Context: an optimization exercise on an open-source flow, tuned for small area. The choices shown serve that exercise and are no tape-out recipe. RTL that was checked went through simulation tests only; none was proved equivalent to the original. No functional check of the RTL was part of run 1.

==> flow/design.v <==
module blatesbox_core (
    input  wire       clk,
    input  wire       rst,
    input  wire       tick,
    input  wire       btn,
    input  wire [7:0] sample,
    output reg        disp_data,
    output reg        disp_clk,
    output reg        disp_latch,
    output wire       beep
);
    reg        btn_q, epend, tpend;
    reg  [5:0] fp;
    wire [3:0] fs = fp[3:0];
    wire       frl = fp[5];
    localparam F_INIT=4'd0, F_WREL=4'd1, F_ARM=4'd2, F_POLL=4'd10, F_DIE0=4'd4, F_DIE1=4'd5,
               F_MAP=4'd6, F_BEEP=4'd8, F_CLR=4'd9, F_DIE0B=4'd12, F_DIE1B=4'd13;
    wire sa;
    wire busy      = !frl & fs[3] & fs[2];
    wire en        = frl | fs[3] | fs[2];    
    wire boundary  = !sa && !busy;
    wire take_tick = boundary && tpend;
    wire take_edge = boundary && !take_tick && epend;
    wire fg_step   = busy || (boundary && !take_tick && !take_edge);
    wire fg_init = fg_step && !frl && fs == F_INIT;
    wire fg_wrel = fg_step && !frl && fs == F_WREL;
    wire fg_arm  = fg_step && !frl && fs == F_ARM;
    wire fg_poll = fg_step && !frl && fs == F_POLL;
    wire fg_die  = fg_step && !frl && fs[2:1] == 2'b10;
    wire fg_map  = fg_step && !frl && fs == F_MAP;
    wire fg_rl   = fg_step && frl;
    wire fg_beep = fg_step && !frl && fs == F_BEEP;
    wire fg_clr  = fg_step && !frl && fs == F_CLR;
    reg  [2:0] d0, d1;
    reg  [7:0] pat;
    wire die_face = (d0[1]) | (d0[0]) | (d0[2]);
    wire die_nbr  = fg_die && die_face;
    wire die_uni  = fg_die && !die_face;
    wire d0_23 = (d0[1] & !d0[2]);
    wire d1_23 = (d1[1] & !d1[2]);
    reg  [7:0] a, b, c;
    reg  [8:0] q;
    wire [7:0] mix_a = a ^ ({8{take_edge}} & (sample ^ {8{btn_q}}));
    function [7:0] add8(input [7:0] x, input [7:0] y);
        integer k;
        reg cy;
        begin
            cy = 1'b0;
            for (k = 0; k < 8; k = k + 1) begin
                add8[k] = x[k] ^ y[k] ^ cy;
                cy = (x[k] & y[k]) | (cy & (x[k] ^ y[k]));
            end
        end
    endfunction
    wire [7:0] a1, bs, c1;
    wire [7:0] b1 = {bs[6:0], bs[7]};
    assign a1 = add8(mix_a, 8'h9D);
    assign bs = b + a1;
    assign c1 = add8(c, b1 ^ {a1[2:0], a1[7:3]});
    wire [7:0] o1 = c1 ^ b1;
    wire take2 = die_nbr || (fg_map && d0_23 && d1_23);
    wire take1 = die_nbr || (fg_map && (d0_23 || d1_23));
    wire hi0 = (q[8:2] == 7'd0);
    wire r1  = hi0 && !q[1];            
    wire one = hi0 && q[1];             
    wire [1:0] bv = {r1 ? o1[1] : (one ? o1[0] : q[1]), r1 ? o1[0] : q[0]};
    wire refill = take1 && (r1 || (take2 && one));
    wire [8:0] w = refill ? {1'b1, o1} : q;
    wire shift2 = take2 && !one;
    wire adv = take_edge || die_uni || refill;
    always @(posedge clk) begin
        if (fg_init) begin
            a <= 8'h10; b <= 8'h20; c <= 8'h30;
        end else if (adv) begin
            a <= a1; b <= b1; c <= c1;
        end
        if (fg_init)
            q <= 9'd1;
        else if (take1)
            q <= shift2 ? {2'b00, w[8:2]} : {1'b0, w[8:1]};
    end
    wire       uni_ok = (o1[7:2] != 6'b111111);
    wire [1:0] m3a, m3b;    
    assign m3a[0] = (!o1[0] & !o1[1] & o1[2] & !o1[3]) | (!o1[0] & o1[1] & !o1[2] & o1[3]) | (o1[0] & !o1[1] & !o1[2] & !o1[3]) | (o1[0] & o1[1] & o1[2] & !o1[3]) | (o1[0] & !o1[1] & o1[2] & o1[3]);
    assign m3a[1] = (o1[0] & !o1[1] & o1[2] & !o1[3]) | (o1[0] & o1[1] & !o1[2] & o1[3]) | (!o1[0] & o1[1] & !o1[2] & !o1[3]) | (!o1[0] & !o1[1] & !o1[2] & o1[3]) | (!o1[0] & o1[1] & o1[2] & o1[3]);
    assign m3b[0] = (!o1[4] & !o1[5] & o1[6] & !o1[7]) | (!o1[4] & o1[5] & !o1[6] & o1[7]) | (o1[4] & !o1[5] & !o1[6] & !o1[7]) | (o1[4] & o1[5] & o1[6] & !o1[7]) | (o1[4] & !o1[5] & o1[6] & o1[7]);
    assign m3b[1] = (o1[4] & !o1[5] & o1[6] & !o1[7]) | (o1[4] & o1[5] & !o1[6] & o1[7]) | (!o1[4] & o1[5] & !o1[6] & !o1[7]) | (!o1[4] & !o1[5] & !o1[6] & o1[7]) | (!o1[4] & o1[5] & o1[6] & o1[7]);
    wire [2:0] uni_code, nbr;
    assign uni_code[0] = (!o1[0]);
    assign uni_code[1] = (!m3a[1] & m3b[0]) | (!m3a[0] & m3b[1]) | (m3a[1] & !m3b[0]) | (m3a[0] & !m3b[1]);
    assign uni_code[2] = (m3a[1] & !m3b[1] & o1[0]) | (!m3a[1] & m3b[1] & o1[0]) | (m3a[1] & m3b[1] & !o1[0]) | (m3a[0] & m3b[0] & o1[0]) | (m3a[0] & !m3b[0] & !m3b[1] & !o1[0]) | (!m3a[0] & !m3b[0] & !m3b[1] & o1[0]) | (!m3a[0] & !m3a[1] & m3b[0] & !o1[0]);
    assign nbr[0] = (!bv[1] & !d0[0] & !d0[2]) | (!bv[0] & !d0[1] & d0[2]) | (bv[0] & d0[0] & !d0[1]) | (!bv[1] & d0[0] & d0[2]) | (bv[0] & !d0[0] & d0[1] & d0[2]) | (!bv[0] & d0[0] & d0[1] & !d0[2]);
    assign nbr[1] = (bv[0]) | (bv[1] & !d0[0] & !d0[1]) | (!bv[1] & !d0[1] & !d0[2]) | (!bv[1] & !d0[0] & d0[1] & d0[2]) | (bv[1] & d0[0] & d0[1] & !d0[2]);
    assign nbr[2] = (bv[1]);
    function [3:0] dots(input [2:0] f, input r);
        dots = {(f[2]) | (r & f[1]), (!f[0] & f[1] & f[2]), (f[2]) | (!r & f[1]), (f[0])};
    endfunction
    wire rr0 = bv[0];
    wire rr1 = d0_23 ? bv[1] : bv[0];
    reg  [4:0]  vel;
    reg  [10:0] rd;
    reg  [7:0]  fc, hc;
    reg  [5:0]  bc;
    reg         rp;
    wire vel_nz   = (vel != 5'd0);
    wire fc_zero  = (fc == 8'd1);
    wire do_blink = fc_zero && !vel_nz && (d0 != d1);
    wire do_blank = (hc == 8'd128);
    wire bc_end   = (bc == 6'd32);
    wire roll_due = vel_nz && !(rd[0] | rd[1] | rd[2] | rd[3] | rd[4] | rd[5] | rd[6] | rd[7] | rd[8] | rd[10]);
    wire [4:0] vel_roll, vel_press;
    assign vel_roll[0] = (vel[0] & vel[3]) | (!btn_q & !vel[2] & !vel[3] & vel[4]);
    assign vel_roll[1] = (btn_q & !vel[2] & vel[3]) | (!btn_q & !vel[0] & !vel[3]) | (!btn_q & vel[2] & vel[4]) | (btn_q & !vel[2] & vel[4]) | (!btn_q & vel[1] & vel[2]) | (vel[1] & vel[2] & !vel[3] & !vel[4]);
    assign vel_roll[2] = (!btn_q & !vel[1] & vel[3]) | (btn_q & !vel[0] & !vel[3]) | (vel[0] & vel[1] & vel[3]) | (!btn_q & vel[2] & vel[3]) | (btn_q & vel[1] & !vel[2] & !vel[4]);
    assign vel_roll[3] = (!btn_q & !vel[2] & vel[3]) | (btn_q & !vel[0] & !vel[1]) | (vel[0] & vel[2]) | (btn_q & vel[2] & !vel[3]) | (!btn_q & vel[1] & !vel[3] & !vel[4]) | (!btn_q & vel[0]);
    assign vel_roll[4] = (!btn_q & vel[4]) | (vel[0]) | (!vel[3] & vel[4]) | (!vel[1] & vel[4]) | (!btn_q & !vel[2] & !vel[3]);
    assign vel_press[0] = (vel[0]) | (!vel[3] & vel[4]) | (vel[2] & vel[4]);
    assign vel_press[1] = (vel[3] & vel[4]) | (!vel[1] & !vel[2]) | (vel[0]) | (!vel[1] & vel[3]);
    assign vel_press[2] = (vel[1] & !vel[2]) | (vel[0]) | (vel[1] & !vel[3] & !vel[4]);
    assign vel_press[3] = (!vel[3]) | (vel[0]) | (vel[2] & !vel[4]);
    assign vel_press[4] = (vel[4]) | (!vel[1] & vel[2]) | (vel[1] & !vel[2] & !vel[3]);
    wire [10:0] rd_new;
    assign rd_new[0] = (vel[0] & vel[2]) | (!btn_q & vel[0]);
    assign rd_new[1] = (btn_q & !vel[3]) | (!vel[2] & !vel[4]) | (!btn_q & !vel[0] & vel[2] & vel[3]) | (!vel[0] & !vel[1] & !vel[2]) | (vel[1] & vel[2] & !vel[3]) | (btn_q & !vel[1] & !vel[4]);
    assign rd_new[2] = (!btn_q & !vel[0] & vel[4]) | (btn_q & !vel[3] & vel[4]) | (btn_q & vel[0] & !vel[2]) | (!vel[0] & vel[2] & vel[4]);
    assign rd_new[3] = (btn_q & !vel[0] & vel[3] & vel[4]) | (!btn_q & !vel[0] & vel[2] & vel[4]) | (btn_q & vel[1] & !vel[2] & vel[4]) | (!btn_q & !vel[1] & !vel[3]) | (vel[1] & !vel[2] & vel[3] & vel[4]) | (!btn_q & !vel[2] & !vel[3] & !vel[4]);
    assign rd_new[4] = (!btn_q & vel[2]) | (btn_q & !vel[3]) | (!vel[2] & !vel[4]) | (!btn_q & vel[0]) | (vel[0] & vel[2]) | (btn_q & !vel[0] & !vel[2]) | (!btn_q & !vel[1]) | (!vel[1] & !vel[4]);
    assign rd_new[5] = (!vel[2] & !vel[3] & !vel[4]) | (btn_q & vel[0] & !vel[3]) | (!btn_q & vel[2] & !vel[3] & vel[4]) | (btn_q & !vel[0] & !vel[1] & !vel[2] & vel[4]) | (!btn_q & !vel[1] & vel[2] & vel[3] & !vel[4]);
    assign rd_new[6] = (vel[0]) | (!btn_q & !vel[3] & vel[4]) | (!btn_q & !vel[2] & !vel[3]) | (btn_q & !vel[1] & !vel[2] & vel[4]);
    assign rd_new[7] = (vel[0]) | (!vel[2] & !vel[3]) | (btn_q & vel[3] & vel[4]) | (!btn_q & !vel[1] & vel[2]) | (!btn_q & vel[1] & vel[4]);
    assign rd_new[8] = (vel[0]) | (!btn_q & !vel[3] & vel[4]) | (!btn_q & !vel[1] & !vel[3]) | (btn_q & vel[1] & vel[3] & vel[4]);
    assign rd_new[9] = (vel[0] & vel[1]) | (!btn_q & vel[2] & vel[4]) | (vel[0] & vel[2]) | (!btn_q & vel[0]) | (btn_q & !vel[2] & !vel[3] & vel[4]);
    assign rd_new[10] = (vel[2] & !vel[3] & vel[4]) | (btn_q & vel[0] & !vel[2]) | (!btn_q & !vel[0] & !vel[2] & !vel[3]) | (!vel[0] & !vel[1] & !vel[2] & vel[4]);
    assign beep = (bc != 6'd0);
    reg        sblank, smore, sba;   
    reg        sact;
    reg  [4:0] sk;
    assign sa = sact;
    wire [4:0] ek = sact ? sk : fp[4:0];
    wire [2:0] ei = ek[4:2];
    wire [1:0] ep = ek[1:0];
    wire       eblank = sact && sblank;
    wire [4:0] ek_next = {ei + {2'b00, ep[1]},
                          ep == 2'd0 ? 2'd1 :
                          ep == 2'd1 ? 2'd2 :
                          ep == 2'd2 ? ((ei == 3'd7) ? 2'd3 : {1'b0, eblank}) : 2'd3};
    wire       e_end = (ep == 2'd3) && (eblank ? ei[0] : ei[1]);
    wire       ev_go = sact || fg_rl;
    always @(posedge clk) begin
        if (take_tick)
            sk <= 5'b00001;
        else if (e_end)
            sk <= {4'b0000, !smore};
        else
            sk <= ek_next;
    end
    always @(posedge clk) begin
        btn_q <= btn;
        if (rst) begin
            vel <= 5'd0; rd <= 11'd0; fc <= 8'd1; hc <= 8'd0; bc <= 6'd0; rp <= 1'b0;
            d0 <= 3'd0; d1 <= 3'd0; pat <= 8'd0;
            epend <= 1'b0; tpend <= 1'b0;
            fp <= {2'b00, F_INIT};
            sact <= 1'b0;
            disp_data <= 1'b0; disp_clk <= 1'b0; disp_latch <= 1'b0;
        end else begin
            if (take_tick) begin
                fc <= {fc[6:0], fc[7] ^ fc[5] ^ fc[4] ^ fc[3]};
                hc <= {hc[6:0], (hc[7] ^ hc[5] ^ hc[4] ^ hc[3]) & !do_blank};
                bc <= {bc[4:0], (bc[5] ^ bc[4]) & !bc_end};
                rd <= roll_due ? rd_new : {rd[9:0], rd[1] ^ rd[6] ^ rd[9] ^ rd[10]};
                if (roll_due) begin
                    vel <= vel_roll;
                    rp  <= 1'b1;
                    if (vel_roll == 5'd0) hc <= 8'd173;
                end
                sact   <= do_blink || do_blank;
                sblank <= 1'b1;
                smore  <= do_blink;
                sba    <= do_blank;
            end
            if (sact) begin
                if (e_end) begin
                    if (smore) begin
                        smore  <= 1'b0;
                        sblank <= 1'b0;
                    end else if (!sblank && sba) begin
                        sblank <= 1'b1;
                    end else
                        sact <= 1'b0;
                end
            end
            if (take_edge && !btn_q) vel <= vel_press;
            if (fg_init) fp <= {2'b00, F_WREL};
            if (fg_wrel && btn_q) fp <= {2'b00, F_ARM};
            if (fg_arm) fp <= {2'b00, F_POLL};
            if (fg_poll && rp) fp <= {2'b00, F_DIE0};
            if (die_nbr || (die_uni && uni_ok)) begin
                d0 <= d1; d1 <= die_nbr ? nbr : uni_code;
                fp <= {2'b00, fs[0] ? F_MAP : F_DIE1};
            end
            if (die_uni && !uni_ok) fp <= {4'b0011, fs[1:0]};
            if (fg_map) begin
                pat <= {dots(d1, rr1), dots(d0, rr0)};
                fp <= 6'b100000;
            end
            if (fg_rl) begin
                fp <= e_end ? {2'b00, F_BEEP} : {1'b1, ek_next};
            end
            if (fg_beep) begin bc <= 6'd10; fp <= {2'b00, F_CLR}; end
            if (fg_clr) begin rp <= 1'b0; fp <= {2'b00, F_POLL}; end
            if (ev_go) begin
                if (ep == 2'd0 || (ep == 2'd3 && ei == 3'd2)) disp_data <= (ep == 2'd0) & pat[ei];
                if (ep == 2'd1 || ep == 2'd2) disp_clk <= !ep[1];
                if (ep == 2'd3 && !ei[1]) disp_latch <= !ei[0];
            end
            epend <= (!take_edge && epend) || ((btn != btn_q) && en);
            tpend <= (!take_tick && tpend) || (tick && en);
        end
    end
endmodule
==> flow/flow/run.sh <==
#!/bin/bash
# Own layout flow: the standard synthesis, then the combinational logic of
# the synthesised netlist is re-mapped with an area-oriented ABC script
# (flow/reabc.sh; every flip-flop instance keeps its name, cell type and
# connections), then the standard layout from floorplan to finish.
# Each tool's output goes to its own log file in the work folder.
set -euo pipefail
W=$(pwd)
R=$W/orfs/results/${FLOW_PLATFORM}/blatesbox_core/base
bash standard.sh synth > synth.log 2>&1
cp "$R/1_2_yosys.v" 1_2_yosys.standard.v
bash flow/reabc.sh 1_2_yosys.standard.v 1_2_yosys.reabc.v reabc.log
cp 1_2_yosys.reabc.v "$R/1_2_yosys.v"
rm -f "$R/1_synth.odb" "$R/1_synth.sdc"
bash standard.sh finish > layout.log 2>&1
==> flow/flow/reabc.sh <==
#!/bin/bash
# reabc.sh IN.v OUT.v LOG : re-map the combinational logic of a synthesised
# sky130hd netlist with an area-oriented ABC script; flip-flop instances
# (names, cell types and connections) are kept as they are.
set -euo pipefail
IN=$1; OUT=$2; LOG=$3
LIB=${FLOW_HOME:-/OpenROAD-flow-scripts/flow}/platforms/sky130hd/lib/sky130_fd_sc_hd__tt_025C_1v80.lib
DU=""
for c in $(grep -o 'sky130_fd_sc_hd__\(probe\|lpflow\)[a-z0-9_]*' $LIB | sort -u); do DU="$DU -dont_use $c"; done
SCRIPT=${ABC_SCRIPT:-"+strash;dch;map,-a;strash;dch;map,-a;topo;dnsize"}
FF=$(grep -o 'sky130_fd_sc_hd__[a-z0-9_]*df[a-z0-9_]*' $IN | sort -u | tr '\n' ' ')
cat > reabc.ys <<EOY
read_liberty -ignore_miss_func $LIB
read_verilog $IN
hierarchy -top blatesbox_core
setattr -mod -set blackbox 1 $FF
flatten
opt_clean -purge
abc -liberty $LIB $DU -script $SCRIPT
setundef -zero
opt_clean -purge
hilomap -singleton -hicell sky130_fd_sc_hd__conb_1 HI -locell sky130_fd_sc_hd__conb_1 LO
insbuf -buf sky130_fd_sc_hd__buf_4 A X
splitnets
opt_clean -purge
blackbox sky130_fd_sc_hd__*
read_liberty -lib $LIB
stat -liberty $LIB
write_verilog -noattr -nohex -nodec $OUT
EOY
${YOSYS_EXE:-$(command -v yosys || echo ${FLOW_HOME}/../tools/install/yosys/bin/yosys)} -s reabc.ys > $LOG 2>&1
==> flow/standard.sh <==
#!/bin/bash
# synth_recipe.tcl (not shown) runs the flow's synth.tcl, then flattens the netlist and writes it again
# the make line also repeats each setting of config.mk as NAME=value (left out here)
make -C /OpenROAD-flow-scripts/flow DESIGN_CONFIG=/design/flow/config.mk WORK_HOME=/design/flow/orfs CLKGATE_MAP_FILE= SYNTH_SCRIPT=/design/flow/synth_recipe.tcl "${@:-finish}"
==> flow/config.mk <==
export PLATFORM = sky130hd
export DESIGN_NAME = blatesbox_core
export DESIGN_NICKNAME = blatesbox_core
export VERILOG_FILES = /design/flow/design.v
export SDC_FILE = /design/flow/constraint.sdc
export NUM_CORES = 4
export LEC_CHECK = 0
export ABC_AREA = 1
export CAP_MARGIN = 20
export CORE_MARGIN = 2
export CORE_UTILIZATION = 70
export CTS_BUF_LIST = sky130_fd_sc_hd__clkbuf_8
export PLACE_DENSITY = 0.8
export SLEW_MARGIN = 20
==> flow/constraint.sdc <==
create_clock -name core_clock -period 10.0 [get_ports {clk}]
set_input_delay 2.0000 -clock core_clock [delete_from_list [all_inputs] [get_ports {clk}]]
set_output_delay 2.0000 -clock core_clock [all_outputs]
set_load 0.01 [all_outputs]
==> run summary, run 1 <==
Global route
The first global-routing pass estimated 26,320 um of wire. Entering global routing, the biggest net connects 33 pins. In the global route stage, overall resource usage came out at 0.3315. The via count of the first global-routing pass was 5,991.

The initial antenna violation count is 0. The overall overflow remaining after global route is 0.

Clock network
After clock tree synthesis, the clock-pin slew on the worst setup and hold paths is 0.11 ns. The cts-stage hold buffer count is 0. The quantity of gates resized following cts is 0. The CTS root buffer is sky130_fd_sc_hd__clkbuf_8.

The maximum count of clock buffers along a single path is 2. Clock tree synthesis found a total of 106 sinks. The number of buffers added by the clock tree synthesis step is 9. TritonCTS built the clock tree.

The clock reaches the later pin of the worst-skew pair after 0.38 ns. Buffers added to address setup during post-CTS repair amount to 0. In this run the number of H-tree levels came out at 3.

STA
The final number of hold-violating endpoints was 0. Of the available clock period, the critical path in the final layout requires 0.8525. Setup repair after global routing left no endpoint under its margin. The remaining max-slew budget at the tightest pin is 0.3475. Timing would allow up to 117.3 MHz.

The final setup skew is 0.01062 ns. The time the final worst path needs with I/O delays and setup is 8.525 ns. Setup violations remaining at the end of the flow were counted as 0.

The total negative slack for setup checks is 0 ns. The number of pins exceeding their max-slew limit in the final report is 0. The transition time at the pin with the least slew margin is 0.9764 ns.

Floorplanning
The I/O pin count is 16. The horizontal extent of the die is 96.77 um. The die area is 9364 um^2. For this configuration, the core starts out at a cell density of 0.7259. The vertical extent of the die is 96.77 um.

The area of the placeable core is 8299 um^2. The number of core rows is 33.

Setup path
The element type at the critical path end is a flop. The endpoint required time on the critical path is 10.32 ns. Along the worst path, the maximum fanout reaches 4. The flop-to-flop setup slack is 2.09 ns. The critical path runs through a total of 42 cells. The category of the worst setup path launch point is a primary input. The standard cell with the maximum stage delay on the critical path is sky130_fd_sc_hd__clkdlybuf4s50_1. The class of the most critical setup path is primary input to flop. The largest single stage delay on the critical path is 0.47 ns.

The path depth of the worst reg2reg path is 47. The critical register-to-register path endpoint is d1[2]$_SDFFE_PP0P_. Counting stages on the worst path, the most repeated cell is sky130_fd_sc_hd__nand2_1. In this run the critical register-to-register path is launched from fp[2]$_SDFFE_PP0P_.

The total buffers and inverters traversed by the critical path is 7. Data on the critical path arrives at its endpoint at 8.85 ns. The kind of cell with the highest combined delay along the critical path is simple AND/OR/NAND/NOR gates.

Placement
The count of input and output buffers is 15. The detailed placement HPWL is 11,400 um. The final weighted congestion in routability-driven placement is 0.9721. Counting tap cells, the placed design contains a total of 1,019 instances.

Routing
The detail route stage leaves a number of antenna-violating nets equal to 0. For this block, the routed nets add up to 15,450 um of wire. The wire length per cell after detailed routing is 14.93 um. The detailed-routing iteration count for the pre-antenna-repair pass is 8. The number of vias per cell after detailed routing is 6.080.

Across all layers, the routed design uses 6,293 vias. In the routed design, unresolved DRC markers number 0. The first routing iteration left 426 violations.

Min path
The kind of path behind the tightest hold check is flop to flop. The worst hold path terminates at rp$_SDFFE_PP0P_. Counting instances, the worst hold path has a depth of 2. The startpoint identified for the worst hold timing path is rp$_SDFFE_PP0P_.

Finish
The final instance count without filler cells is 1,035. Measured on the finished design, the core utilization comes to 0.7859. 0 antenna diodes ended up in the layout.

In the layout the commonest cells are sky130_fd_sc_hd__nand2_1 (145), sky130_fd_sc_hd__clkinv_1 (133), sky130_fd_sc_hd__nor2_1 (133). Leaving out fill and tap cells, the most frequent cell in the layout is sky130_fd_sc_hd__nand2_1. The final-stage net count is 937.

In the final layout, the share of cells above drive strength 1 is 0.03656. From synthesis to final layout, the design area changed by 8.266%.

Run
Max-cap violations in this run came to 0.

Yosys
The number of instances in the synthesized netlist is 896. In this run the cell area of the synthesized design comes to 6025 um^2. The net count of the mapped netlist is 908. The average instance in the mapped netlist occupies 6.724 um^2.

For this run, the number of Yosys warnings is 1.

Run status
The flow ran to the end and the layout has no timing, DRC or antenna violations.
==> area by class of cell <==
class / instances / area (um^2)
multi-input cells: 657 / 3373
flip-flops and latches: 106 / 2152
fillers: 638 / 1777
inverters: 133 / 499.2
repair buffers: 18 / 172.7
well taps: 105 / 131.4
clock buffers: 9 / 123.9
clock inverters: 7 / 70.07
==> flip-flops by register name (all words and copies together) (netlist names), 3 cells and up <==
| name | flops |
|---|---|
| hc | 8 |
| d0 | 3 |
| b | 8 |
| rd | 11 |
| fc | 8 |
| fp | 6 |
| c | 8 |
| sk | 5 |
| bc | 6 |
| pat | 8 |
| vel | 5 |
| d1 | 3 |
| a | 8 |
| q | 8 |
==> per-layer routing <==
layer  vias to the layer above  part of all wire  GRT usage
met5                         -                 0          0
met4                         0             0.021     0.1278
met3                        38             0.088    0.07153
met2                       300              0.47     0.5449
met1                      2859              0.42     0.4277
li1                       3096                 -          -
==> through the flow <==
| stage | hold WS, ns | worst slack (ns) | instance area, um^2 |
|---|---|---|---|
| 2_1_floorplan | 0.4211 | 2.707 | 6025 |
| 3_3_place_gp | 0.4402 | 1.871 | 6329 |
| 3_5_place_dp | 0.4535 | 1.297 | 6329 |
| 4_1_cts | 0.4687 | 1.654 | 6523 |
| 5_1_grt | 0.4889 | 0.7140 | 6523 |
| 6_report | 0.4603 | 1.475 | 6523 |
==> worst register-to-register path: cells and delay by family, from the launching register on <==
family	cells	cell delay, ns
xor+xnor	5	1.27
buf+inv	9	1.23
simple gates	24	3.11
flops	1	0.42
compound gates	9	1.82
==> worst max-delay path by stage <==
stage / startpoint / end / slack (ns)
global route: sample[0] / d1[2]$_SDFFE_PP0P_ / 0.71
global placement: sample[0] / d1[2]$_SDFFE_PP0P_ / 1.87
finish: sample[0] / d1[2]$_SDFFE_PP0P_ / 1.48
CTS: sample[0] / d1[2]$_SDFFE_PP0P_ / 1.65
floorplan: sample[0] / d1[2]$_SDFFE_PP0P_ / 2.71
detailed placement: sample[0] / d1[2]$_SDFFE_PP0P_ / 1.30
==> run 2, diff against run 1 <==
--- a/flow/design.v
+++ b/flow/design.v
@@ -33,5 +33,5 @@
     wire fg_clr  = fg_step && !frl && fs == F_CLR;
     reg  [2:0] d0, d1;
-    reg  [7:0] pat;
+    reg  [7:0] pat;    
     wire die_face = (d0[1]) | (d0[0]) | (d0[2]);
     wire die_nbr  = fg_die && die_face;
@@ -93,11 +93,9 @@
     assign nbr[1] = (bv[0]) | (bv[1] & !d0[0] & !d0[1]) | (!bv[1] & !d0[1] & !d0[2]) | (!bv[1] & !d0[0] & d0[1] & d0[2]) | (bv[1] & d0[0] & d0[1] & !d0[2]);
     assign nbr[2] = (bv[1]);
-    function [3:0] dots(input [2:0] f, input r);
-        dots = {(f[2]) | (r & f[1]), (!f[0] & f[1] & f[2]), (f[2]) | (!r & f[1]), (f[0])};
-    endfunction
     wire rr0 = bv[0];
     wire rr1 = d0_23 ? bv[1] : bv[0];
     reg  [4:0]  vel;
-    reg  [10:0] rd;
+    reg  [4:0]  ru;
+    reg  [5:0]  rr;
     reg  [7:0]  fc, hc;
     reg  [5:0]  bc;
@@ -108,5 +106,7 @@
     wire do_blank = (hc == 8'd128);
     wire bc_end   = (bc == 6'd32);
-    wire roll_due = vel_nz && !(rd[0] | rd[1] | rd[2] | rd[3] | rd[4] | rd[5] | rd[6] | rd[7] | rd[8] | rd[10]);
+    wire rr_end = !(rr[0] | rr[1] | rr[2] | rr[3] | rr[4]);
+    wire rr_wrap = rr_end && rr[5];
+    wire roll_due = vel_nz && rr_end && !(ru[0] | ru[2] | ru[3] | ru[4]);
     wire [4:0] vel_roll, vel_press;
     assign vel_roll[0] = (vel[0] & vel[3]) | (!btn_q & !vel[2] & !vel[3] & vel[4]);
@@ -120,19 +120,13 @@
     assign vel_press[3] = (!vel[3]) | (vel[0]) | (vel[2] & !vel[4]);
     assign vel_press[4] = (vel[4]) | (!vel[1] & vel[2]) | (vel[1] & !vel[2] & !vel[3]);
-    wire [10:0] rd_new;
-    assign rd_new[0] = (vel[0] & vel[2]) | (!btn_q & vel[0]);
-    assign rd_new[1] = (btn_q & !vel[3]) | (!vel[2] & !vel[4]) | (!btn_q & !vel[0] & vel[2] & vel[3]) | (!vel[0] & !vel[1] & !vel[2]) | (vel[1] & vel[2] & !vel[3]) | (btn_q & !vel[1] & !vel[4]);
-    assign rd_new[2] = (!btn_q & !vel[0] & vel[4]) | (btn_q & !vel[3] & vel[4]) | (btn_q & vel[0] & !vel[2]) | (!vel[0] & vel[2] & vel[4]);
-    assign rd_new[3] = (btn_q & !vel[0] & vel[3] & vel[4]) | (!btn_q & !vel[0] & vel[2] & vel[4]) | (btn_q & vel[1] & !vel[2] & vel[4]) | (!btn_q & !vel[1] & !vel[3]) | (vel[1] & !vel[2] & vel[3] & vel[4]) | (!btn_q & !vel[2] & !vel[3] & !vel[4]);
-    assign rd_new[4] = (!btn_q & vel[2]) | (btn_q & !vel[3]) | (!vel[2] & !vel[4]) | (!btn_q & vel[0]) | (vel[0] & vel[2]) | (btn_q & !vel[0] & !vel[2]) | (!btn_q & !vel[1]) | (!vel[1] & !vel[4]);
-    assign rd_new[5] = (!vel[2] & !vel[3] & !vel[4]) | (btn_q & vel[0] & !vel[3]) | (!btn_q & vel[2] & !vel[3] & vel[4]) | (btn_q & !vel[0] & !vel[1] & !vel[2] & vel[4]) | (!btn_q & !vel[1] & vel[2] & vel[3] & !vel[4]);
-    assign rd_new[6] = (vel[0]) | (!btn_q & !vel[3] & vel[4]) | (!btn_q & !vel[2] & !vel[3]) | (btn_q & !vel[1] & !vel[2] & vel[4]);
-    assign rd_new[7] = (vel[0]) | (!vel[2] & !vel[3]) | (btn_q & vel[3] & vel[4]) | (!btn_q & !vel[1] & vel[2]) | (!btn_q & vel[1] & vel[4]);
-    assign rd_new[8] = (vel[0]) | (!btn_q & !vel[3] & vel[4]) | (!btn_q & !vel[1] & !vel[3]) | (btn_q & vel[1] & vel[3] & vel[4]);
-    assign rd_new[9] = (vel[0] & vel[1]) | (!btn_q & vel[2] & vel[4]) | (vel[0] & vel[2]) | (!btn_q & vel[0]) | (btn_q & !vel[2] & !vel[3] & vel[4]);
-    assign rd_new[10] = (vel[2] & !vel[3] & vel[4]) | (btn_q & vel[0] & !vel[2]) | (!btn_q & !vel[0] & !vel[2] & !vel[3]) | (!vel[0] & !vel[1] & !vel[2] & vel[4]);
+    wire [4:0] ru_new;
+    assign ru_new[0] = (vel[0]) | (!vel[3] & vel[4]) | (!btn_q & !vel[1] & vel[4]) | (btn_q & vel[1] & vel[4]) | (!btn_q & !vel[1] & !vel[3]);
+    assign ru_new[1] = (vel[2] & vel[3] & vel[4]) | (btn_q & vel[1] & !vel[2] & vel[4]) | (!btn_q & vel[0]) | (!btn_q & !vel[1] & !vel[3]) | (!btn_q & vel[2] & vel[4]) | (vel[1] & vel[3] & vel[4]);
+    assign ru_new[2] = (!btn_q & vel[1] & !vel[4]) | (btn_q & !vel[1] & !vel[4]) | (!vel[2] & vel[3] & !vel[4]) | (btn_q & !vel[1] & !vel[2]) | (!vel[0] & !vel[2] & !vel[3] & vel[4]) | (!btn_q & !vel[0] & vel[2] & vel[4]) | (btn_q & vel[0] & !vel[2]) | (btn_q & vel[2] & !vel[3] & !vel[4]);
+    assign ru_new[3] = (vel[0]) | (vel[2] & !vel[3] & vel[4]) | (!vel[1] & !vel[2] & vel[4]) | (!btn_q & !vel[2] & !vel[3]);
+    assign ru_new[4] = (vel[0]) | (!vel[2] & vel[3] & !vel[4]) | (btn_q & !vel[3] & !vel[4]) | (!btn_q & vel[1] & vel[4]) | (btn_q & !vel[1] & vel[2]) | (!btn_q & vel[1] & vel[2]) | (!btn_q & vel[3] & !vel[4]);
     assign beep = (bc != 6'd0);
-    reg        sblank, smore, sba;   
-    reg        sact;
+    reg        sblank, smore, sba;
+    wire       sact = sblank || !smore;
     reg  [4:0] sk;
     assign sa = sact;
@@ -140,5 +134,5 @@
     wire [2:0] ei = ek[4:2];
     wire [1:0] ep = ek[1:0];
-    wire       eblank = sact && sblank;
+    wire       eblank = sblank;
     wire [4:0] ek_next = {ei + {2'b00, ep[1]},
                           ep == 2'd0 ? 2'd1 :
@@ -147,4 +141,7 @@
     wire       e_end = (ep == 2'd3) && (eblank ? ei[0] : ei[1]);
     wire       ev_go = sact || fg_rl;
+    wire [3:0] pd = ei[2] ? pat[7:4] : pat[3:0];
+    wire       dot_bit;
+    assign dot_bit = (pd[3] & ei[0]) | (pd[1] & !ei[0] & !ei[1]) | (!pd[1] & pd[2] & pd[3] & ei[1]) | (pd[0] & pd[2] & ei[0] & ei[1]) | (!pd[0] & pd[2] & ei[0] & !ei[1]);
     always @(posedge clk) begin
         if (take_tick)
@@ -158,9 +155,9 @@
         btn_q <= btn;
         if (rst) begin
-            vel <= 5'd0; rd <= 11'd0; fc <= 8'd1; hc <= 8'd0; bc <= 6'd0; rp <= 1'b0;
+            vel <= 5'd0; ru <= 5'd0; rr <= 6'd0; fc <= 8'd1; hc <= 8'd0; bc <= 6'd0; rp <= 1'b0;
             d0 <= 3'd0; d1 <= 3'd0; pat <= 8'd0;
             epend <= 1'b0; tpend <= 1'b0;
             fp <= {2'b00, F_INIT};
-            sact <= 1'b0;
+            sblank <= 1'b0; smore <= 1'b1; sba <= 1'b0;
             disp_data <= 1'b0; disp_clk <= 1'b0; disp_latch <= 1'b0;
         end else begin
@@ -169,5 +166,11 @@
                 hc <= {hc[6:0], (hc[7] ^ hc[5] ^ hc[4] ^ hc[3]) & !do_blank};
                 bc <= {bc[4:0], (bc[5] ^ bc[4]) & !bc_end};
-                rd <= roll_due ? rd_new : {rd[9:0], rd[1] ^ rd[6] ^ rd[9] ^ rd[10]};
+                if (roll_due) begin
+                    ru <= ru_new;
+                    rr <= (vel_roll == 5'd0) ? 6'd0 : 6'd10;
+                end else begin
+                    rr <= rr_wrap ? 6'd10 : {rr[4:0], rr[5] ^ rr[4]};
+                    if (rr_wrap) ru <= {ru[3:0], ru[0] ^ ru[1] ^ ru[2] ^ ru[4]};
+                end
                 if (roll_due) begin
                     vel <= vel_roll;
@@ -175,18 +178,21 @@
                     if (vel_roll == 5'd0) hc <= 8'd173;
                 end
-                sact   <= do_blink || do_blank;
-                sblank <= 1'b1;
-                smore  <= do_blink;
-                sba    <= do_blank;
+                sblank <= do_blink || do_blank;
+                smore  <= do_blink || !do_blank;
+                sba    <= do_blink && do_blank;
             end
             if (sact) begin
                 if (e_end) begin
-                    if (smore) begin
+                    if (sblank && smore) begin
                         smore  <= 1'b0;
                         sblank <= 1'b0;
                     end else if (!sblank && sba) begin
                         sblank <= 1'b1;
-                    end else
-                        sact <= 1'b0;
+                        sba    <= 1'b0;
+                    end else begin
+                        sblank <= 1'b0;
+                        smore  <= 1'b1;
+                        sba    <= 1'b0;
+                    end
                 end
             end
@@ -202,5 +208,5 @@
             if (die_uni && !uni_ok) fp <= {4'b0011, fs[1:0]};
             if (fg_map) begin
-                pat <= {dots(d1, rr1), dots(d0, rr0)};
+                pat <= {d1, rr1, d0, rr0};
                 fp <= 6'b100000;
             end
@@ -211,5 +217,5 @@
             if (fg_clr) begin rp <= 1'b0; fp <= {2'b00, F_POLL}; end
             if (ev_go) begin
-                if (ep == 2'd0 || (ep == 2'd3 && ei == 3'd2)) disp_data <= (ep == 2'd0) & pat[ei];
+                if (ep == 2'd0 || (ep == 2'd3 && ei == 3'd2)) disp_data <= (ep == 2'd0) & dot_bit;
                 if (ep == 2'd1 || ep == 2'd2) disp_clk <= !ep[1];
                 if (ep == 2'd3 && !ei[1]) disp_latch <= !ei[0];
--- a/flow/flow/run.sh
+++ b/flow/flow/run.sh
@@ -13,3 +13,3 @@
 cp 1_2_yosys.reabc.v "$R/1_2_yosys.v"
 rm -f "$R/1_synth.odb" "$R/1_synth.sdc"
-bash standard.sh finish > layout.log 2>&1
+bash standard.sh finish "BUFFER_PORTS_ARGS=-buffer_cell sky130_fd_sc_hd__buf_1" > layout.log 2>&1
==> run summary, run 2 <==
Routing
The detailed-routing iteration count for the pre-antenna-repair pass is 5. For this block, the initial DRC count from the detailed router was 317. The final layout contains routed wiring with a total length of 14,250 um. The wire length per cell after detailed routing is 14.06 um. Using the TritonRoute via totals, the vias-per-cell ratio works out to 5.826. The residual antenna-violating net count after detailed routing is 0.

The remaining routing DRC violations is 0. The final route contains 5,902 vias.

Clock network
The CTS root buffer is sky130_fd_sc_hd__clkbuf_8. Buffers inserted during clock tree synthesis total 9. Once the clock tree was built, the setup fixing pass inserted 0 buffers. The clock tree synthesis step divided the H-tree into 3 levels. For the worst-skew pair, the clock arrives at the later sink with an insertion delay of 0.37 ns. The maximum count of clock buffers along a single path is 2.

TritonCTS built the clock tree. For this design, the CTS-stage hold fixing added 0 buffers. The clock sink count is 105. In this run, post-CTS repair resized a total of 0 instances. After clock tree synthesis, the clock-pin slew on the worst setup and hold paths is 0.11 ns.

Floorplanning
The number of core rows is 33. The die area is 9159 um^2. The initial standard-cell utilization of the core is 0.7201. The vertical extent of the die is 95.71 um. During I/O placement, the number of pins put on the boundary was 16.

The area of the placeable core is 8175 um^2. The horizontal extent of the die is 95.71 um.

Placement
Once placement finished, the instance area stood at 6090 um^2. The count of buffers added on input and output ports is 15. Routability-driven placement finished with a final weighted congestion of 0.9916. The detailed placement HPWL is 10,620 um.

STA
Setup repair after global routing left no endpoint under its margin. Setup violations remaining at the end of the flow were counted as 0. Derived from the worst setup path, the maximum achievable clock frequency is 128.2 MHz.

The final number of hold-violating endpoints is 0. Subtracting the final worst setup slack from the clock period gives 7.799 ns. The remaining max-slew budget at the tightest pin is 0.3003. Hold is met by 0.4514 ns.

Dividing the final minimum period by the clock period gives 0.7799. Adding up every negative setup slack in the final design gives 0 ns. The number of pins exceeding their max-slew limit in the final report is 0. The final setup skew is 0.01269 ns. At the pin with the least slew margin, the transition time is 1.039 ns.

Finish
The share of final-layout standard cells stronger than drive strength 1 is 0.03084. The final-stage net count is 915. The library cells used most frequently in the layout, excluding fill and tap cells, are sky130_fd_sc_hd__clkinv_1 (146), sky130_fd_sc_hd__nor2_1 (140), sky130_fd_sc_hd__nand2_1 (138). With fillers left out, the area of the finished cells amounts to 6292 um^2.

The repair_antennas step left the layout with diodes totalling 0. Compared with the post-synthesis result, the final layout area differs by 6.886%. The leading cell type in the layout, fill and taps excluded is sky130_fd_sc_hd__clkinv_1.

Setup path
The element type at the critical path end is a flop. The cell type with the highest occurrence count on the critical path is sky130_fd_sc_hd__nand2_1. The slowest stage of the critical path belongs to the cell sky130_fd_sc_hd__nor2_1. The category of the worst setup path launch point is a flop. The peak fanout along the critical path is 11. The delay contributed by the slowest stage of the critical path is 0.47 ns. The class of the most critical setup path is flop to flop.

At the worst endpoint, the required time is 10.24 ns. STA puts the critical path data arrival time at 8.04 ns.

Yosys
A synthesized cell averages 6.728 um^2. Synthesis handed over a netlist of 875 instances. The yosys synthesis warning count is 1. After synthesis the cells add up to 5887 um^2. The net count of the mapped netlist is 887.

Global route
The initial antenna violation count came to 0. The wire length of the first global-routing pass is 23,560 um. The via count of the first global-routing pass is 5,455. The overall overflow remaining after global route is 0. The pin count of the biggest net entering global routing is 28.

In the global route stage, overall resource usage came out at 0.3196.

Min path
The min-delay analysis places its worst path in the category flop to flop.

Run status
The run finished with no timing, DRC or antenna violations.

Run
The reported max-cap violation count is 0.
-- run 2: layer usage --
| metal | GRT usage | share of wire | wire [um] |
|---|---|---|---|
| met2 | 0.5542 | 0.49 | 6919 |
| met4 | 0.1214 | 0.029 | 419 |
| met5 | 0 | 0 | 0 |
| met3 | 0.06343 | 0.053 | 748 |
| met1 | 0.3907 | 0.43 | 6159 |
-- run 2: through the flow --
| stage | cells | utilization | setup slack [ns] |
|---|---|---|---|
| after floorplan | 875 | - | 3.038 |
| after global placement | 997 | 0.7449 | 2.545 |
| after detailed placement | 997 | 0.7449 | 2.094 |
| after CTS | 1013 | 0.7697 | 2.354 |
| final | 1013 | 0.7697 | 2.201 |
| after global routing | 1013 | 0.7697 | 1.106 |
-- run 2: worst paths after layout --
| check | start | endpoint | slack (ns) | cells after the start |
|---|---|---|---|---|
| setup / recovery | smore$_SDFF_PP1_ | d1[2]$_SDFFE_PP0P_ | 2.20 | 48 |
| hold / removal | pat[2]$_SDFFE_PP0P_ | pat[2]$_SDFFE_PP0P_ | 0.45 | 2 |
| hold reg to reg | pat[2]$_SDFFE_PP0P_ | pat[2]$_SDFFE_PP0P_ | 0.45 | 2 |
| setup reg to reg | smore$_SDFF_PP1_ | d1[2]$_SDFFE_PP0P_ | 2.20 | 48 |
-- run 2: final cells by class --
cell class              count  area (um^2)
well taps                 105        131.4
fillers                   637         1883
inverters                 146        548.0
repair buffers             17        71.32
flip-flops and latches    105         2102
multi-input cells         624         3237
clock buffers               9        123.9
clock inverters             7        78.83
-- run 2: worst max-delay path: cells and delay by family (launching register included) --
kind            cells  cell delay (ns)
xor+xnor            3             0.88
buf+inv             7             0.87
simple gates       27             3.89
flops               1             0.37
compound gates     11             1.63
==> run 3, diff against run 2 <==
--- a/flow/flow/run.sh
+++ b/flow/flow/run.sh
@@ -13,3 +13,3 @@
 cp 1_2_yosys.reabc.v "$R/1_2_yosys.v"
 rm -f "$R/1_synth.odb" "$R/1_synth.sdc"
-bash standard.sh finish "BUFFER_PORTS_ARGS=-buffer_cell sky130_fd_sc_hd__buf_1" > layout.log 2>&1
+bash standard.sh finish > layout.log 2>&1
==> run summary, run 3 <==
Floorplanning
The die covers 9159 um^2. The horizontal extent of the die is 95.71 um. The I/O pin count is 16. The number of core rows is 33.

The initial standard-cell utilization of the core is 0.7201. From bottom edge to top edge, the die measures 95.71 um. The area of the placeable core is 8175 um^2.

Clock network
In this run, post-CTS hold repair placed 0 buffers. Clock tree synthesis inserted a total of 9 buffers. The clock latency at the later pin of the worst-skew pair is 0.38 ns.

In this run the number of H-tree levels came out at 3. The clock drives 105 sinks. The quantity of gates resized following cts is 0. The post-CTS setup-driven buffer insertion count is 0. The CTS root buffer is sky130_fd_sc_hd__clkbuf_8. No sink is reached through more buffers than the 2 on the longest clock path. Clock-pin slew was measured on the worst setup and hold paths at 0.10 ns. TritonCTS built the clock tree.

STA
The final setup skew is 0.01523 ns. The final number of hold-violating endpoints is 0. Setup repair after global routing left no endpoint under its margin. The final worst-path cycle share is 0.7976. Headroom to the max-slew limit came out at 0.3470. The time the final worst path needs with I/O delays and setup is 7.976 ns. The highest clock frequency the design can meet is 125.4 MHz. The transition time at the pin with the least slew margin is 0.9693 ns. Setup violations remaining at the end of the flow were counted as 0.

The worst path meets setup with 2.024 ns of slack. For the final routed database, the setup TNS stands at 0 ns. The number of pins exceeding their max-slew limit in the final report was 0.

Yosys
The yosys synthesis warning count is 1. The number of nets in the synthesized netlist is 887. In the synthesized netlist, the number of instances is 875. The synthesized area per cell is 6.728 um^2.

The mapped netlist covers 5887 um^2.

Placement
After detailed placement, the total cell area comes to 6183 um^2. Detailed placement finished with a half-perimeter wire length of 10,830 um. The pre-CTS worst setup slack is 1.778 ns. The congestion estimate from routability-driven global placement came to 0.9297. The count of buffers added on input and output ports is 15.

Global route
The via count of the first global-routing pass is 5,550. The initial antenna violation count is 0. Across every metal layer, demand over resource in global routing totals 0.3298.

The overall overflow remaining after global route is 0. The pin count of the biggest net entering global routing is 28. The first global-routing pass estimated 24,010 um of wire.

Routing
For this run, design rule violations remaining after detail routing come to 0. In the routed layout, each cell is associated on average with a via count of 5.913. The first detailed-routing pass ran for 6 iterations. Across all layers, the routed design uses 5,990 vias. The wire length per cell after detailed routing is 14.39 um. The residual antenna-violating net count after detailed routing is 0. The detailed router's first-iteration violation count is 439. Summed over all layers, the routed wires come to 14,580 um.

Run
The reported max-cap violation count is 0.

Finish
The footprint of the multi-input gates is 3237 um^2. In the layout the commonest cells are sky130_fd_sc_hd__clkinv_1 (146), sky130_fd_sc_hd__nor2_1 (140), sky130_fd_sc_hd__nand2_1 (138). The final-stage net count is 915. The post-route cell area is 6390 um^2. The share of final-layout standard cells stronger than drive strength 1 is 0.02974. The register cell area after layout is 2102 um^2. The number of filler instances in the final layout is 614. The area growth from synthesis to final layout is 8.544%.

Leaving out fill and tap cells, the most frequent cell in the layout is sky130_fd_sc_hd__clkinv_1. The number of antenna diodes in the final layout is 0.

Setup path
The slowest stage of the critical path belongs to the cell sky130_fd_sc_hd__clkdlybuf4s50_1. Data on the critical path arrives at its endpoint at 8.22 ns. The element type at the critical path end is a flop. The endpoint required time on the critical path is 10.25 ns. The peak fanout along the critical path is 6. The delay contributed by the slowest stage of the critical path is 0.41 ns.

The cell that appears most often on the critical path is sky130_fd_sc_hd__nand2_1. The worst setup path is launched from a primary input. The class of the most critical setup path is primary input to flop.

Min path
The min-delay analysis places its worst path in the category flop to flop.

Run status
The run finished with no timing, DRC or antenna violations.
-- run 3: cell count changes in the layout (fill, tap and decap cells not counted) --
| cell | previous run | this run |
|---|---|---|
| sky130_fd_sc_hd__clkinv_4 | 4 | 1 |
| sky130_fd_sc_hd__inv_1 | 0 | 1 |
| sky130_fd_sc_hd__clkbuf_8 | 9 | 11 |
| sky130_fd_sc_hd__clkinvlp_4 | 0 | 1 |
| sky130_fd_sc_hd__clkdlybuf4s50_1 | 0 | 15 |
| sky130_fd_sc_hd__buf_1 | 15 | 0 |
| sky130_fd_sc_hd__inv_6 | 1 | 0 |
-- run 3: path summary, 6_finish.rpt --
kind                       startpoint                   to  slack (ns)  depth (start not counted)
setup / recovery            sample[0]   d1[2]$_SDFFE_PP0P_        2.02                         44
hold / removal    pat[2]$_SDFFE_PP0P_  pat[2]$_SDFFE_PP0P_        0.45                          2
setup reg to reg     smore$_SDFF_PP1_   d1[2]$_SDFFE_PP0P_        2.25                         49
hold reg to reg   pat[2]$_SDFFE_PP0P_  pat[2]$_SDFFE_PP0P_        0.45                          2
-- run 3: metal layers --
metal  track usage  routed length [um]  part of all wire
met3       0.07361                 936             0.064
met4        0.1524                 448             0.031
met5             0                   0                 0
met2        0.5589                7027              0.48
met1        0.3980                6168              0.42
-- run 3: final cells by class --
class | instances | area share
Multi-Input combinational cell | 624 | 0.5066
Sequential cell | 105 | 0.3290
Inverter | 146 | 0.08576
Timing Repair Buffer | 17 | 0.02585
Clock buffer | 11 | 0.02369
Tap cell | 105 | 0.02056
Clock inverter | 5 | 0.008616
-- run 3: stage by stage --
stage / hold slack, ns / utilization / instances
3_3_place_gp: 0.4279 / 0.7564 / 997
3_5_place_dp: 0.4352 / 0.7564 / 997
2_1_floorplan: 0.4207 / - / 875
5_1_grt: 0.4776 / 0.7816 / 1013
4_1_cts: 0.4574 / 0.7816 / 1013
6_report: 0.4539 / 0.7816 / 1013
-- run 3: critical path: cells and delay by family --
kind	cells	cell delay, ns
simple gates	25	3.05
compound gates	12	1.94
buf+inv	4	0.70
xor+xnor	3	0.54
==> run 4, diff against run 3 <==
--- a/flow/flow/run.sh
+++ b/flow/flow/run.sh
@@ -3,5 +3,6 @@
 # the synthesised netlist is re-mapped with an area-oriented ABC script
 # (flow/reabc.sh; every flip-flop instance keeps its name, cell type and
-# connections), then the standard layout from floorplan to finish.
+# connections), then the standard layout from floorplan to finish, with
+# the port buffers made of the smallest buffer cell (buf_1).
 # Each tool's output goes to its own log file in the work folder.
 set -euo pipefail
@@ -13,3 +14,3 @@
 cp 1_2_yosys.reabc.v "$R/1_2_yosys.v"
 rm -f "$R/1_synth.odb" "$R/1_synth.sdc"
-bash standard.sh finish > layout.log 2>&1
+bash standard.sh finish "BUFFER_PORTS_ARGS=-buffer_cell sky130_fd_sc_hd__buf_1" > layout.log 2>&1
--- a/flow/flow/reabc.sh
+++ b/flow/flow/reabc.sh
@@ -8,5 +8,5 @@
 DU=""
 for c in $(grep -o 'sky130_fd_sc_hd__\(probe\|lpflow\)[a-z0-9_]*' $LIB | sort -u); do DU="$DU -dont_use $c"; done
-SCRIPT=${ABC_SCRIPT:-"+strash;dch;map,-a;strash;dch;map,-a;topo;dnsize"}
+SCRIPT=${ABC_SCRIPT:-"+strash;&get,-n;&deepsyn,-T,60;&put;strash;dch;map,-a;strash;dch;map,-a;topo;dnsize"}
 FF=$(grep -o 'sky130_fd_sc_hd__[a-z0-9_]*df[a-z0-9_]*' $IN | sort -u | tr '\n' ' ')
 cat > reabc.ys <<EOY
==> run summary, run 4 <==
Run status
The run finished with no timing, DRC or antenna violations.

Setup path
By startpoint and endpoint, the worst setup path is classified as primary input to flop. The element type at the critical path end is a flop. The endpoint required time on the critical path is 10.28 ns. In this design, the critical path's most frequently occurring cell is sky130_fd_sc_hd__nand2_1. On the critical path, the stage with the largest delay is an instance of sky130_fd_sc_hd__or2_2. In this run the worst path has a maximum fanout of 5. The category of the worst setup path launch point is a primary input. Data arrives at the worst endpoint at 9.60 ns.

The delay contributed by the slowest stage of the critical path is 0.33 ns.

Yosys
A synthesized cell averages 6.645 um^2. In the synthesized netlist, the number of instances is 862. For this run, the number of Yosys warnings is 1. The net count of the mapped netlist is 874.

After synthesis the cells add up to 5728 um^2.

Finish
The share of final-layout standard cells stronger than drive strength 1 is 0.04799. The number of filler instances in the final layout is 599. Measured on the finished design, the core utilization comes to 0.7887. The multi-input combinational cells in the finished layout cover a total of 3090 um^2.

The area growth from synthesis to final layout is 8.060%. In the final design database the tool counted 903 nets. The antenna diode count is 0. The leading cell type in the layout, fill and taps excluded is sky130_fd_sc_hd__clkinv_1. The finished cells cover 6190 um^2.

In the layout the commonest cells are sky130_fd_sc_hd__clkinv_1 (154), sky130_fd_sc_hd__nor2_1 (125), sky130_fd_sc_hd__nand2_1 (120). Summing all flip-flop and latch instances after layout gives 2102 um^2. The final instance count without filler cells is 998.

STA
Based on the critical path, the design can be clocked at up to 107.3 MHz. The final number of hold-violating endpoints is 0. After layout, the minimum clock period comes to 9.316 ns. The final setup skew is 0.01550 ns. The remaining max-slew budget at the tightest pin is 0.3685.

In the finished design, the share of the clock period the worst path needs comes to 0.9316. The worst path meets setup with 0.6843 ns of slack. Setup repair after global routing could not meet its margin everywhere.

The transition time at the pin with the least slew margin is 0.9438 ns. Setup violations remaining at the end of the flow were counted as 0. The number of pins exceeding their max-slew limit in the final report came to 0. The total negative slack for setup checks is 0 ns. The worst hold slack is 0.4747 ns.

Placement
Once detailed placement completed, the half-perimeter wirelength came to 10,650 um. In this run the cell area measured after placement is 5927 um^2. The number of placed instances, taps included, is 981. The final weighted congestion in routability-driven placement is 0.9367. The pre-CTS worst setup slack is 0.2445 ns. The count of buffers added on input and output ports is 15.

Floorplanning
The die area is 8923 um^2. Measured along the x axis, the die boundary spans 94.46 um. Measured along the y axis, the die boundary spans 94.46 um.

The initial utilization of the core area, before any placement, comes to 0.7299. The total area inside the core boundary comes to 7848 um^2. For this design the top-level I/O count stands at 16. In this run the core area contains 32 standard-cell rows.

Clock network
The clock latency at the later pin of the worst-skew pair is 0.39 ns. Clock-pin slew was measured on the worst setup and hold paths at 0.12 ns. The clock tree from TritonCTS is built. The H-tree generated during clock tree synthesis spans 3 levels. Clock tree synthesis found a total of 105 sinks. The CTS root buffer is sky130_fd_sc_hd__clkbuf_8. Buffers inserted to repair hold after CTS numbered 0.

Counting along the longest clock path gives a buffer depth of 2. TritonCTS created 9 clock buffers.

Routing
After detailed routing, the number of remaining DRC violations is 0. The wire length per cell after detailed routing is 14.52 um. The routed design has 14,490 um of wire.

The detailed-route via count is 5,935. The first routing iteration left 430 violations. The number of vias per cell after detailed routing is 5.947. In this run the remaining antenna-violating nets after routing total 0. For this run, the detailed router's first-pass iteration total came to 5.

Run
The reported max-cap violation count is 0.

Global route
The pin count of the biggest net entering global routing is 29. The via count of the first global-routing pass came to 5,540. The initial antenna violation count is 0. The wire length of the first global-routing pass is 24,140 um. Global routing finished with a remaining overflow of 0.

For this run, the total global-route usage over all layers was measured as 0.3332.

Min path
The min-delay analysis places its worst path in the category flop to flop.
-- run 4: worst paths after layout --
kind | startpoint | end | slack, ns | cells past startpoint
max | sample[0] | d1[2]$_SDFFE_PP0P_ | 0.68 | 59
min | rp$_SDFFE_PP0P_ | rp$_SDFFE_PP0P_ | 0.47 | 2
max reg2reg | smore$_SDFF_PP1_ | d1[2]$_SDFFE_PP0P_ | 0.90 | 67
min reg2reg | rp$_SDFFE_PP0P_ | rp$_SDFFE_PP0P_ | 0.47 | 2
-- run 4: area by class of cell --
cell class / instances / share of cell area
clock buffers: 9 / 0.02001
clock inverters: 7 / 0.01314
inverters: 156 / 0.09460
multi-input cells: 601 / 0.4993
flip-flops and latches: 105 / 0.3396
well taps: 102 / 0.02062
repair buffers: 18 / 0.01273
-- run 4: critical path: cells and delay by family --
family / cells / cell delay (ns)
XOR/XNOR: 3 / 0.62
AO/OA/AOI/OAI: 11 / 1.49
AND/OR/NAND/NOR: 33 / 4.34
buffers and inverters: 12 / 1.13
-- run 4: metal layers --
layer / GRT usage / up-vias / share of wire
li1: - / 2959 / -
met1: 0.4169 / 2743 / 0.43
met2: 0.5899 / 205 / 0.49
met3: 0.04629 / 28 / 0.059
met4: 0.1123 / 0 / 0.017
met5: 0 / - / 0
-- run 4: timing repair --
action                                  CTS  global route
resized for setup                         0            16
endpoints found under the setup margin    0            11
buffers inserted                          0             1
endpoints found under the hold margin     0             0
==> run 5, diff against run 4 <==
--- a/flow/flow/reabc.sh
+++ b/flow/flow/reabc.sh
@@ -8,5 +8,5 @@
 DU=""
 for c in $(grep -o 'sky130_fd_sc_hd__\(probe\|lpflow\)[a-z0-9_]*' $LIB | sort -u); do DU="$DU -dont_use $c"; done
-SCRIPT=${ABC_SCRIPT:-"+strash;&get,-n;&deepsyn,-T,60;&put;strash;dch;map,-a;strash;dch;map,-a;topo;dnsize"}
+SCRIPT=${ABC_SCRIPT:-"+strash;&get,-n;&deepsyn,-T,30;&put;dch;amap;topo;dnsize"}
 FF=$(grep -o 'sky130_fd_sc_hd__[a-z0-9_]*df[a-z0-9_]*' $IN | sort -u | tr '\n' ' ')
 cat > reabc.ys <<EOY
==> run summary, run 5 <==
Floorplanning
The number of core rows is 32. Measured along the x axis, the die boundary spans 92.46 um. The floorplan step defined a die boundary enclosing 8549 um^2. The vertical extent of the die is 92.46 um.

The I/O pin count is 16. The area of the placeable core is 7647 um^2. The initial standard-cell utilization of the core is 0.7163.

Global route
The via count of the first global-routing pass is 5,474. The wire length of the first global-routing pass is 23,520 um. After global routing the overflow that remains totals 0. The aggregate global-route resource usage is 0.3354. Entering global routing, the biggest net connects 22 pins. The initial antenna violation count came to 0.

Clock network
TritonCTS built the clock tree. The H-tree was split into 3 levels. For the worst-skew pair, the clock arrives at the later sink with an insertion delay of 0.39 ns.

The maximum count of clock buffers along a single path is 2. The number of hold buffers added after CTS was 0. The number of buffers added by the clock tree synthesis step is 9. The root buffer cell chosen for the clock tree is sky130_fd_sc_hd__clkbuf_8.

The clock-pin slew on the worst setup and hold paths is 0.12 ns. The clock net in this run drives a total of 105 sinks.

Finish
The library cell used most frequently in the layout, excluding fill and tap cells, is sky130_fd_sc_hd__nor2_1. The final instance count without filler cells is 932. The top cell types in the final layout, fill and taps aside, are sky130_fd_sc_hd__nor2_1 (137), sky130_fd_sc_hd__clkinv_1 (132), sky130_fd_sc_hd__dfxtp_1 (105). The number of antenna diodes in the final layout is 0.

The share of final-layout standard cells stronger than drive strength 1 is 0.04819. At the end of the flow, the number of nets in the layout was 837. Relative to the synthesized area, the layout overhead comes to 9.548%. In the final layout, the multi-input gates occupy 2920 um^2.

The number of filler instances in the final layout is 593. Measured on the finished design, the core utilization comes to 0.7847. In the final layout, flip-flops and latches occupy 2102 um^2.

Routing
The detailed-route via count is 5,801. For this block, the initial DRC count from the detailed router was 479. For this run, design rule violations remaining after detail routing come to 0. For this block, the routed nets add up to 14,060 um of wire.

The wire length per cell after detailed routing is 15.08 um. Once detail routing completed, the nets flagged for antenna violations numbered 0. The detailed-routing iteration count for the pre-antenna-repair pass is 5.

After detailed routing, the number of vias per cell comes to 6.224.

STA
The worst path needs 9.048 ns of the cycle, external delays included. The transition time at the pin with the least slew margin is 0.8298 ns. Setup violations remaining at the end of the flow were counted as 0. Setup repair after global routing left no endpoint under its margin. Headroom to the max-slew limit came out at 0.4457. Of the available clock period, the critical path in the final layout requires 0.9048.

The number of pins exceeding their max-slew limit in the final report came to 0. The final number of hold-violating endpoints came to 0. The highest clock frequency the design can meet is 110.5 MHz. Across the routed clock network, the largest skew measured is 0.02160 ns.

Setup path
The peak fanout along the critical path is 5. The standard cell with the maximum stage delay on the critical path is sky130_fd_sc_hd__a21boi_1. For the worst setup path, the data arrival time is 9.32 ns.

The category of the worst setup path launch point is a primary input. The element type at the critical path end is a flop. The class of the most critical setup path is primary input to flop. For this run, the slowest stage of the critical path takes 0.28 ns.

The endpoint required time on the critical path is 10.27 ns.

Placement
The number of placed instances, taps included is 915. The count of input and output buffers is 15. The detailed placement HPWL is 10,350 um. Routability-driven placement finished with a final weighted congestion of 0.9271.

Yosys
For this run, the number of Yosys warnings is 1. The synthesized netlist occupies a cell area of 5478 um^2. Synthesis produced a netlist with a net count of 800.

In the synthesized netlist, the number of instances is 788. Averaged over all synthesized cells, the footprint is 6.951 um^2.

Run
The reported max-cap violation count is 0.

Min path
The worst hold path belongs to the class flop to flop.

Run status
The run finished with no timing, DRC or antenna violations.
## run 5: changes by cell type in the layout (fill, tap and decap cells not counted), moves of 12 or more
cell                       delta
sky130_fd_sc_hd__a21oi_1     -18
sky130_fd_sc_hd__clkinv_1    -22
sky130_fd_sc_hd__nand2_1     -55
sky130_fd_sc_hd__nand3_1     -25
sky130_fd_sc_hd__nor2_1      +12
sky130_fd_sc_hd__o22ai_1     +32
sky130_fd_sc_hd__xnor2_1     -13
sky130_fd_sc_hd__xor2_1      -21
## run 5: what timing repair did
item / 4_1_cts / 5_1_grt
pin swaps: 0 / 3
setup buffers: 0 / 1
hold endpoints to repair: 0 / 0
resized for setup: 2 / 21
endpoints found under the setup margin: 1 / 12
## run 5: through the flow
stage               area (um^2)  TNS [ns]  hold WS [ns]  worst slack [ns]
detailed placement         5737   -0.1466        0.4516           -0.1466
global route               6001         0        0.4831           0.01852
floorplan                  5478         0        0.4318            0.8921
CTS                        5952         0        0.4713           0.06215
finish                     6001         0        0.4697            0.9521
global placement           5737         0        0.4421            0.3229
## run 5: area by class of cell
class,count,share of cell area
multi-input combinational,549,0.4867
sequential,105,0.3503
inverter,134,0.08382
timing repair buffer,26,0.02314
tap,102,0.02127
clock buffer,9,0.02064
clock inverter,7,0.01418
## run 5: routing by layer
| metal | vias to the layer above | wire length (um) | GRT usage |
|---|---|---|---|
| met3 | 46 | 785 | 0.04719 |
| met5 | - | 0 | 0 |
| met4 | 0 | 389 | 0.1542 |
| li1 | 2880 | - | - |
| met1 | 2633 | 5986 | 0.4079 |
| met2 | 242 | 6896 | 0.5864 |
## run 5: critical path: cells and delay by family
family                 cells  cell delay, ns
AO/OA/AOI/OAI             28            4.08
buffers and inverters      7            0.85
AND/OR/NAND/NOR           22            2.37
## run 5: worst paths after layout
check                           from            endpoint  slack, ns  cells after the start
hold / removal    fc[0]$_SDFFE_PP1P_  fc[0]$_SDFFE_PP1P_       0.47                      2
setup / recovery           sample[0]  d1[2]$_SDFFE_PP0P_       0.95                     57
setup reg to reg    smore$_SDFF_PP1_  d1[2]$_SDFFE_PP0P_       1.07                     62
hold reg to reg   fc[0]$_SDFFE_PP1P_  fc[0]$_SDFFE_PP1P_       0.47                      2

[static timing again, ports no longer ideal]
The results above use ideal ports. As a check the final layouts listed here were re-extracted and re-timed, cells and wires unchanged.
Step 1 sets driving cells, clkbuf_16 on the clock port and buf_2 on the other inputs (assumed; they add their load-dependent delay and slew).
Step 2 moves the port delays by t, midway between the first and last clock arrival at a register: inputs arrive t later, outputs are due t later. That takes back most of the time a late clock gives input paths.
a / b / c = ideal ports / drivers / drivers and shift; a / b = the first two.
run	t (ns)	setup WS [ns]	latest minus earliest clock arrival (ns)	slew at the worst register clock pin (ns)	pins driven straight from the clock port
run 1	0.410	1.475 / 1.488 / 1.078	0.011 / 0.012	0.12 / 0.12	1
run 2	0.399	2.201 / 2.201 / 1.924	0.014 / 0.014	0.11 / 0.11	1
run 3	0.406	2.024 / 2.036 / 1.630	0.015 / 0.015	0.10 / 0.10	1
run 4	0.420	0.684 / 0.690 / 0.270	0.015 / 0.016	0.12 / 0.12	1
run 5	0.412	0.952 / 0.962 / 0.550	0.021 / 0.022	0.12 / 0.12	1
After both steps setup and hold are still met in every run listed. For run 4, which loses most, drivers alone change the setup slack by +0.006 ns; drivers and shift together by -0.414 ns.
